From an optimization exercise on the open Yosys and OpenROAD flow, aimed at a short achievable clock period and few clock cycles; shortcuts taken in it are not production practice.
Function was checked by simulation only, so behaviour that the tests miss may differ from the original.
Power is estimated from default activity; no workload was simulated.

$ cat flow/config.mk
export PLATFORM = sky130hd
export DESIGN_NAME = m1h4_core
export DESIGN_NICKNAME = m1h4_core
export VERILOG_FILES = /design/flow/design.v
export SDC_FILE = /design/flow/constraint.sdc
export NUM_CORES = 4
export LEC_CHECK = 0
export CAP_MARGIN = 20
export CORE_MARGIN = 2
export CORE_UTILIZATION = 40
export SLEW_MARGIN = 20
$ cat flow/run.sh
#!/bin/bash
# synth_recipe.tcl (not shown) runs the flow's synth.tcl, then flattens the netlist and writes it again
# the make line also repeats each setting of config.mk as NAME=value (left out here)
make -C /OpenROAD-flow-scripts/flow DESIGN_CONFIG=/design/flow/config.mk WORK_HOME=/design/flow/orfs CLKGATE_MAP_FILE= SYNTH_SCRIPT=/design/flow/synth_recipe.tcl finish
$ cat flow/design.v
module m1h4_core (
    input              clk,
    input              rst,           
    input      [13:0]  ibound,        
    output     [12:0]  imem_addr,
    input      [111:0] imem_rdata,
    output     [12:0]  dmem_raddr,
    input      [31:0]  dmem_rdata,
    output             dmem_we,
    output     [12:0]  dmem_waddr,
    output     [31:0]  dmem_wdata,
    output             out_valid,
    output     [7:0]   out_byte,
    input              in_valid,
    input      [7:0]   in_byte,
    output             in_ready,
    output             stopped,
    output     [1:0]   cause,
    input      [3:0]   dbg_idx,
    output     [31:0]  dbg_data
);
    localparam [31:0] CAPACITY = 32'd8192;
    localparam [3:0]  PC_IDX   = 4'd14;
    localparam [3:0]  SP_IDX   = 4'd15;
    localparam [3:0] OP_JUMP  = 4'd1,  OP_COND = 4'd2,  OP_MOVE  = 4'd3,
                     OP_ADD   = 4'd4,  OP_SUB  = 4'd5,  OP_WRITE = 4'd6,
                     OP_READ  = 4'd7,  OP_LOAD = 4'd8,  OP_STORE = 4'd9,
                     OP_PUSH  = 4'd10, OP_POP  = 4'd11, OP_BREAK = 4'd12;
    localparam [2:0] K_NONE = 3'd0, K_REG = 3'd1, K_ADDR = 3'd2, K_CHAR = 3'd4;
    localparam [1:0] EX_NONE = 2'd0, EX_INVALID = 2'd1, EX_ACCESS = 2'd2, EX_NOINSTR = 2'd3;
    localparam [2:0] S_FETCH = 3'd0, S_IWAIT = 3'd1, S_DECODE = 3'd2, S_RDA = 3'd3,
                     S_RDB = 3'd4, S_EXEC = 3'd5, S_HALT = 3'd6;
    reg  [2:0]   state;
    reg  [111:0] ir;
    reg  [31:0]  opa, opb;
    reg          stopped_q;
    reg  [1:0]   cause_q;
    reg  [31:0] rf [0:15];
    wire [31:0] pc = rf[PC_IDX];
    wire [31:0] sp = rf[SP_IDX];
    wire [15:0] hdr = ir[111:96];
    wire [3:0]  op  = ir[111:108];
    wire [2:0]  k0  = ir[107:105];
    wire [2:0]  k1  = ir[104:102];
    wire [2:0]  k2  = ir[101:99];
    wire [31:0] v0  = ir[95:64];
    wire [31:0] v1  = ir[63:32];
    wire [31:0] v2  = ir[31:0];
    wire [31:0] r0v = rf[v0[3:0]];
    wire [31:0] r1v = rf[v1[3:0]];
    wire [31:0] r2v = rf[v2[3:0]];
    reg hdr_ok;
    always @(*) begin
        case (hdr)
            16'h1200, 16'h1400,                                         
            16'h2200, 16'h2600, 16'h2400,                               
            16'h3240, 16'h32C0, 16'h3280, 16'h3440, 16'h34C0, 16'h3480,  
            16'h4248, 16'h4258, 16'h4250, 16'h42C8, 16'h42D8, 16'h42D0,
            16'h4288, 16'h4298, 16'h4290,                               
            16'h5248, 16'h5258, 16'h5250, 16'h52C8, 16'h52D8, 16'h52D0,
            16'h5288, 16'h5298, 16'h5290,                               
            16'h6800, 16'h6600, 16'h6200,                               
            16'h7200,                                                   
            16'h8240, 16'h82C0,                                         
            16'h9240, 16'h92C0, 16'h9640, 16'h96C0,                     
            16'hA200, 16'hA600,                                         
            16'hB200,                                                   
            16'hC000:                                                   
                hdr_ok = 1'b1;
            default:
                hdr_ok = 1'b0;
        endcase
    end
    wire slot0_ok = (k0 == K_NONE) ? (v0 == 32'd0) :
                    (k0 == K_REG)  ? (v0[31:4] == 28'd0) :
                    (k0 == K_CHAR) ? (v0[31:8] == 24'd0) : 1'b1;
    wire slot1_ok = (k1 == K_NONE) ? (v1 == 32'd0) :
                    (k1 == K_REG)  ? (v1[31:4] == 28'd0) :
                    (k1 == K_CHAR) ? (v1[31:8] == 24'd0) : 1'b1;
    wire slot2_ok = (k2 == K_NONE) ? (v2 == 32'd0) :
                    (k2 == K_REG)  ? (v2[31:4] == 28'd0) :
                    (k2 == K_CHAR) ? (v2[31:8] == 24'd0) : 1'b1;
    wire well_formed = hdr_ok && slot0_ok && slot1_ok && slot2_ok;
    wire is_load = (op == OP_LOAD);
    wire is_pop  = (op == OP_POP);
    wire a_in_slot0 = (op == OP_COND) || (op == OP_WRITE) || (op == OP_PUSH);
    wire [2:0]  ka  = a_in_slot0 ? k0  : k1;
    wire [31:0] va  = a_in_slot0 ? v0  : v1;
    wire [31:0] rva = a_in_slot0 ? r0v : r1v;
    wire [31:0] load_addr = (k1 == K_REG) ? r1v : v1;      
    wire [31:0] pop_addr  = sp - 32'd1;
    wire        need_a = is_load || is_pop || (ka == K_ADDR);
    wire [31:0] addr_a = is_load ? load_addr : (is_pop ? pop_addr : va);
    wire        need_b = ((op == OP_ADD) || (op == OP_SUB)) && (k2 == K_ADDR);
    wire [31:0] addr_b = v2;
    wire        need_w = ((op == OP_MOVE) && (k0 == K_ADDR)) || (op == OP_STORE) || (op == OP_PUSH);
    wire [31:0] addr_w = (op == OP_PUSH)  ? sp :
                         (op == OP_STORE) ? ((k0 == K_REG) ? r0v : v0) : v0;
    wire [31:0] jump_target = (k0 == K_REG) ? r0v : v0;
    wire a_valid = ({18'd0, ibound} <= addr_a) && (addr_a < CAPACITY);
    wire b_valid = ({18'd0, ibound} <= addr_b) && (addr_b < CAPACITY);
    wire w_valid = ({18'd0, ibound} <= addr_w) && (addr_w < CAPACITY);
    wire access_fault = (need_a && !a_valid) || (need_b && !b_valid) || (need_w && !w_valid);
    wire jump_fault   = (op == OP_JUMP) && !(jump_target < {18'd0, ibound});
    wire [31:0] val_a = need_a ? opa : ((ka == K_REG) ? rva : va);
    wire [31:0] val_b = need_b ? opb : ((k2 == K_REG) ? r2v : v2);
    reg         dst_we;
    reg  [31:0] dst_val;
    always @(*) begin
        dst_we  = 1'b0;
        dst_val = val_a;
        case (op)
            OP_MOVE:  dst_we = (k0 == K_REG);
            OP_ADD:   begin dst_we = 1'b1; dst_val = val_a + val_b; end
            OP_SUB:   begin dst_we = 1'b1; dst_val = val_a - val_b; end
            OP_READ:  begin dst_we = 1'b1; dst_val = {24'd0, in_byte}; end
            OP_LOAD:  dst_we = 1'b1;
            OP_POP:   dst_we = 1'b1;
            default:  dst_we = 1'b0;
        endcase
    end
    wire [3:0] dst = v0[3:0];
    wire in_exec   = (state == S_EXEC);
    wire read_wait = (op == OP_READ) && !in_valid;     
    wire exec_go   = in_exec && !read_wait;
    wire [31:0] pc_base  = (dst_we && dst == PC_IDX) ? dst_val : pc;
    wire [31:0] pc_after = (op == OP_JUMP) ? jump_target :
                           ((op == OP_COND) && (val_a != 32'd0)) ? pc_base + 32'd2 :
                           pc_base + 32'd1;
    wire [31:0] sp_base  = (dst_we && dst == SP_IDX) ? dst_val : sp;
    integer i;
    always @(posedge clk) begin
        if (rst) begin
            for (i = 0; i < 16; i = i + 1)
                rf[i] <= 32'd0;
        end else if (exec_go) begin
            if (dst_we)
                rf[dst] <= dst_val;
            if (op == OP_PUSH)
                rf[SP_IDX] <= sp + 32'd1;
            if (op == OP_POP)
                rf[SP_IDX] <= sp_base - 32'd1;
            rf[PC_IDX] <= pc_after;
        end
    end
    always @(posedge clk) begin
        if (rst) begin
            state     <= S_FETCH;
            stopped_q <= 1'b0;
            cause_q   <= EX_NONE;
            ir        <= 112'd0;
            opa       <= 32'd0;
            opb       <= 32'd0;
        end else begin
            case (state)
                S_FETCH: begin
                    if (pc < {18'd0, ibound})
                        state <= S_IWAIT;
                    else begin
                        stopped_q <= 1'b1;
                        cause_q   <= EX_INVALID;
                        state     <= S_HALT;
                    end
                end
                S_IWAIT: begin
                    ir    <= imem_rdata;
                    state <= S_DECODE;
                end
                S_DECODE: begin
                    if (op == 4'd0) begin
                        stopped_q <= 1'b1;
                        cause_q   <= EX_NOINSTR;
                        state     <= S_HALT;
                    end else if (!well_formed || jump_fault) begin
                        stopped_q <= 1'b1;
                        cause_q   <= EX_INVALID;
                        state     <= S_HALT;
                    end else if (access_fault) begin
                        stopped_q <= 1'b1;
                        cause_q   <= EX_ACCESS;
                        state     <= S_HALT;
                    end else if (op == OP_BREAK) begin
                        stopped_q <= 1'b1;
                        cause_q   <= EX_NONE;
                        state     <= S_HALT;
                    end else if (need_a)
                        state <= S_RDA;
                    else if (need_b)
                        state <= S_RDB;
                    else
                        state <= S_EXEC;
                end
                S_RDA: begin
                    opa   <= dmem_rdata;
                    state <= need_b ? S_RDB : S_EXEC;
                end
                S_RDB: begin
                    opb   <= dmem_rdata;
                    state <= S_EXEC;
                end
                S_EXEC: begin
                    if (!read_wait)
                        state <= S_FETCH;
                end
                default: state <= S_HALT;
            endcase
        end
    end
    assign imem_addr  = pc[12:0];
    assign dmem_raddr = ((state == S_DECODE) && need_a) ? addr_a[12:0] : addr_b[12:0];
    assign dmem_we    = exec_go && need_w;
    assign dmem_waddr = addr_w[12:0];
    assign dmem_wdata = val_a;
    assign out_valid  = exec_go && (op == OP_WRITE);
    assign out_byte   = val_a[7:0];
    assign in_ready   = in_exec && (op == OP_READ);
    assign stopped    = stopped_q;
    assign cause      = cause_q;
    assign dbg_data   = rf[dbg_idx];
endmodule
$ cat flow/constraint.sdc
create_clock -name core_clock -period 12.0 [get_ports {clk}]
set_input_delay 2.4000 -clock core_clock [delete_from_list [all_inputs] [get_ports {clk}]]
set_output_delay 2.4000 -clock core_clock [all_outputs]
set_load 0.01 [all_outputs]
==> results.sh <==
export IMPL_outcome="finished clean"
export IMPL_post_cts_resized=0
export IMPL_routed_via_density=7.28
export IMPL_clk_latency_worst_skew_pair_ns=0.74
export IMPL_io_buffers=289
export IMPL_xor_and_xnor_area_share_after_synthesis_pct=2.17
export IMPL_tritoncts_buffers=85
export IMPL_asyncSetResetFlopFracSynth_pct=0
export IMPL_cts_htree_levels=3
export IMPL_seq_area_frac_synth_pct=35.1
export IMPL_drt_drc_violations_left=0
export IMPL_rsz_0062_raised_after_global_routing="false"
export IMPL_syn_avg_cell_area_um2=9.99
export IMPL_cts_sink_count=706
export IMPL_root_buffer="clkbuf_16"
export IMPL_holdBufCountCts=0
export IMPL_cp_data_arrival_time_ns=9.87
export IMPL_max_slew_margin_pct=8.98
export IMPL_coreArea_um2=136000
export IMPL_synth_area_leader_cell="edfxtp_1"
export IMPL_critPathLaunchType="register"
export IMPL_place_gp_congestion=1.07
export IMPL_place_hpwl_um=225000
export IMPL_clk_path_buf_depth=3
export IMPL_top_library_cells_by_usage_in_the_layout_fill_and_taps_aside="748 x nand2_1, 678 x nor2_1, 512 x edfxtp_1"
export IMPL_synth_fp_nets=5780
export IMPL_detail_route_wirelength_um=314000
export IMPL_drt_wirelength_per_cell_um=42.3
export IMPL_synth_adder_area_share_pct=2.61
export IMPL_hold_depth=2
export IMPL_io_pin_count=290
export IMPL_final_hold_viol_count=0
export IMPL_groute_usage_overall_pct=43.6
export IMPL_max_cap_viol_count=0
export IMPL_tritoncts="built"
export IMPL_critical_path_endpoint_type="register"
export IMPL_largest_family_of_logic_cells_by_synthesized_area="multiplexers"
export IMPL_power_density_nw_per_um2=179
export IMPL_final_max_slew_violation_count=0
export IMPL_period_minus_slack_ns=9.39
export IMPL_final_fill_count=12900
export IMPL_postSynth_topFlopCell="edfxtp_1"
export IMPL_final_util_pct=46.0
export IMPL_globalRoute_totalOverflow=0
export IMPL_required_ns=12.47
export IMPL_register_area_um2=19300
export IMPL_grt_start_max_net_pins=100
export IMPL_skew_ns=0.0457
export IMPL_antenna_left=0
export IMPL_fin_setup_tns_ns=0
export IMPL_detailedRoute_firstPassIterationCount=6
export IMPL_die_width_um=374
export IMPL_grt_pass1_wl_um=425000
export IMPL_worst_hold_path_type="register to register"
export IMPL_area_taken_by_multi_input_logic_gates_um2=33300
export IMPL_final_common_cell="nand2_1"
export IMPL_pnr_total_power_uw=11200
export IMPL_synthesis_instances=5493
export IMPL_floorplan_rows=135
export IMPL_max_freq_ghz=0.106
export IMPL_synth_simple_gate_area_share_pct=17.1
export IMPL_first_global_vias=50200
export IMPL_synth_warnings=1
export IMPL_netlist_area_um2=54900
export IMPL_path_max_fanout=17
export IMPL_ir_drop_mv=0.128
export IMPL_initial_utilization_pct=40.4
export IMPL_yosysTopAreaCellShare_pct=28.0
export IMPL_synth_area_top_cells="edfxtp_1 28%, mux4_2 19%, dfxtp_1 7.1%"
export IMPL_worst_r2r_path_depth=23
export IMPL_fraction_of_the_mapped_netlist_area_in_compound_gates_pct=14.2
export IMPL_post_cts_setup_buffers=0
export IMPL_worst_setup_hold_path_clk_slew_ns=0.06
export IMPL_edff_count_synth=512
export IMPL_dr_total_vias=54000
export IMPL_first_iter_violations=10500
export IMPL_power_static_leakage_uw=0.0207
export IMPL_postSynthRegisterBits=706
export IMPL_nNetsFinal=5844
export IMPL_synth_area_mux_share_pct=23.7
export IMPL_syn_to_final_growth_pct=13.7
export IMPL_die_area_um2=140000
export IMPL_timing_worst_setup_path_type="register to register"
export IMPL_max_slew_worst_pin_slew_ns=1.36
export IMPL_chipHeight_um=374
export IMPL_grt_antenna_before_repair=23
export IMPL_synth_distinct_cells=121
export IMPL_post_route_period_util_pct=78.3
export IMPL_share_of_final_layout_standard_cells_stronger_than_drive_strength_1_pct=17.8
export IMPL_setup_violators_final=0
## cells in the mapped netlist (32+ instances only)
cell type	count
a31oi_1	33
buf_2	65
nor2b_1	47
ha_1	113
nor4_1	62
a211oi_1	55
mux2_2	52
mux2i_1	156
a21o_1	35
nand2_1	770
nor2_1	684
o21a_1	32
clkbuf_1	323
and2_1	44
xnor2_1	82
dfxtp_1	194
inv_1	84
o22ai_1	42
buf_1	45
nor3_1	96
and3_1	44
mux4_2	472
a21oi_1	359
o21ai_0	202
buf_4	48
edfxtp_1	512
nand4_1	58
nand2b_1	32
a22oi_1	81
xor2_1	52
nand3_1	112
## registers in the layout, summed over array words and instances (netlist names), named ones only
name	flops
rf	512
ir	112
opa	32
opb	32
state	3
cause_q	2
stopped_q	1
## path summary, 6_finish.rpt
kind              startpoint          to  slack (ns)
setup / recovery    register  rf[15][31]        2.61
hold / removal     stopped_q   stopped_q        0.46
setup reg to reg    register  rf[15][31]        2.61
hold reg to reg    stopped_q   stopped_q        0.46
## metrics by stage
step	setup WS (ns)	std cells	instance area, um^2	hold slack, ns
2_1_floorplan	5.01	5493	54900	0.431
6_report	2.61	7421	62400	0.461
4_1_cts	2.88	7407	62300	0.463
5_1_grt	2.31	7409	62400	0.476
3_3_place_gp	2.78	7249	59500	0.446
3_5_place_dp	2.91	7250	59500	0.453
## routing by layer
layer / part of all wire [%] / global-route usage (%) / routed length, um
met5: 0.041 / 0.206 / 130
met4: 6.9 / 24.3 / 21600
met3: 16 / 19.3 / 51000
met2: 40 / 60.7 / 127000
met1: 37 / 56.0 / 115000
## critical path, cell delays in order (launching register included)
cell	delay [ns]
dfxtp_1	0.63
buf_4	0.37
clkinv_1	0.38
and2_1	0.37
a221o_1	0.34
o32ai_1	0.90
and3_1	0.32
nand4_1	0.52
nor2b_1	0.43
a21oi_1	0.13
xor2_1	0.19
ha_1	0.46
nand4_1	0.24
or2_2	0.40
o31ai_1	0.34
o21bai_1	0.12
o21ai_0	0.16
mux2i_1	0.21
nor3_4	0.84
a31oi_1	0.40
nor4_1	0.53
nor4bb_1	0.37
a211oi_1	0.10
or3_1	0.35
## logic make-up (layout without fill, tap and decap cells)
family / Yosys count / after routing
DFF: 706 / 706
AOI/OAI and AO/OA: 1167 / 1167
muxes: 690 / 690
and+or+nand+nor: 2078 / 2078
xor gates and xnor gates: 135 / 135
adders and majority gates: 114 / 114
other: 0 / 13
buffers and inverters: 603 / 737
## power by group
| group | leakage [uW] | internal, uW | total [uW] | switching (uW) |
|---|---|---|---|---|
| Combinational | 0.0125 | 1770 | 5330 | 3560 |
| Clock | 0.00135 | 1520 | 2710 | 1200 |
| Sequential | 0.00687 | 2770 | 3130 | 359 |
| Total | 0.0207 | 6060 | 11200 | 5110 |
## final cells by class
type                       count  share of cell area (%)
sequential                   706                    30.9
antenna                       13                  0.0521
tap                         1781                    3.57
clock buffer                 108                    3.68
timing repair buffer         492                    7.14
multi-input combinational   4184                    53.3
clock inverter                49                   0.814
inverter                      88                   0.529
Testbench counts, summed over its fixed seeds: cycles 246,941.

[afterwards: timing with drivers on the ports]
The results above use ideal ports. As a check the final layout listed here was re-extracted and re-timed, cells and wires unchanged. Step 1 assumes that a clkbuf_16 drives the clock port and a buf_2 every other input. Step 2 times the ports against the registers' clock, not the clock port: input delays grow and output delays shrink by t, the midpoint of the rising clock arrivals with the driver on. a / b / c = ideal / step 1 / step 2; a / b = the first two.
shift t [ns]: 0.790
setup slack, ns: 2.606 / 2.606 / 2.606
worst hold slack (ns): 0.461 / 0.461 / 0.461
After both steps setup and hold are still met in this run. For this run, drivers alone change the setup slack by 0.000 ns; drivers and shift together by 0.000 ns.
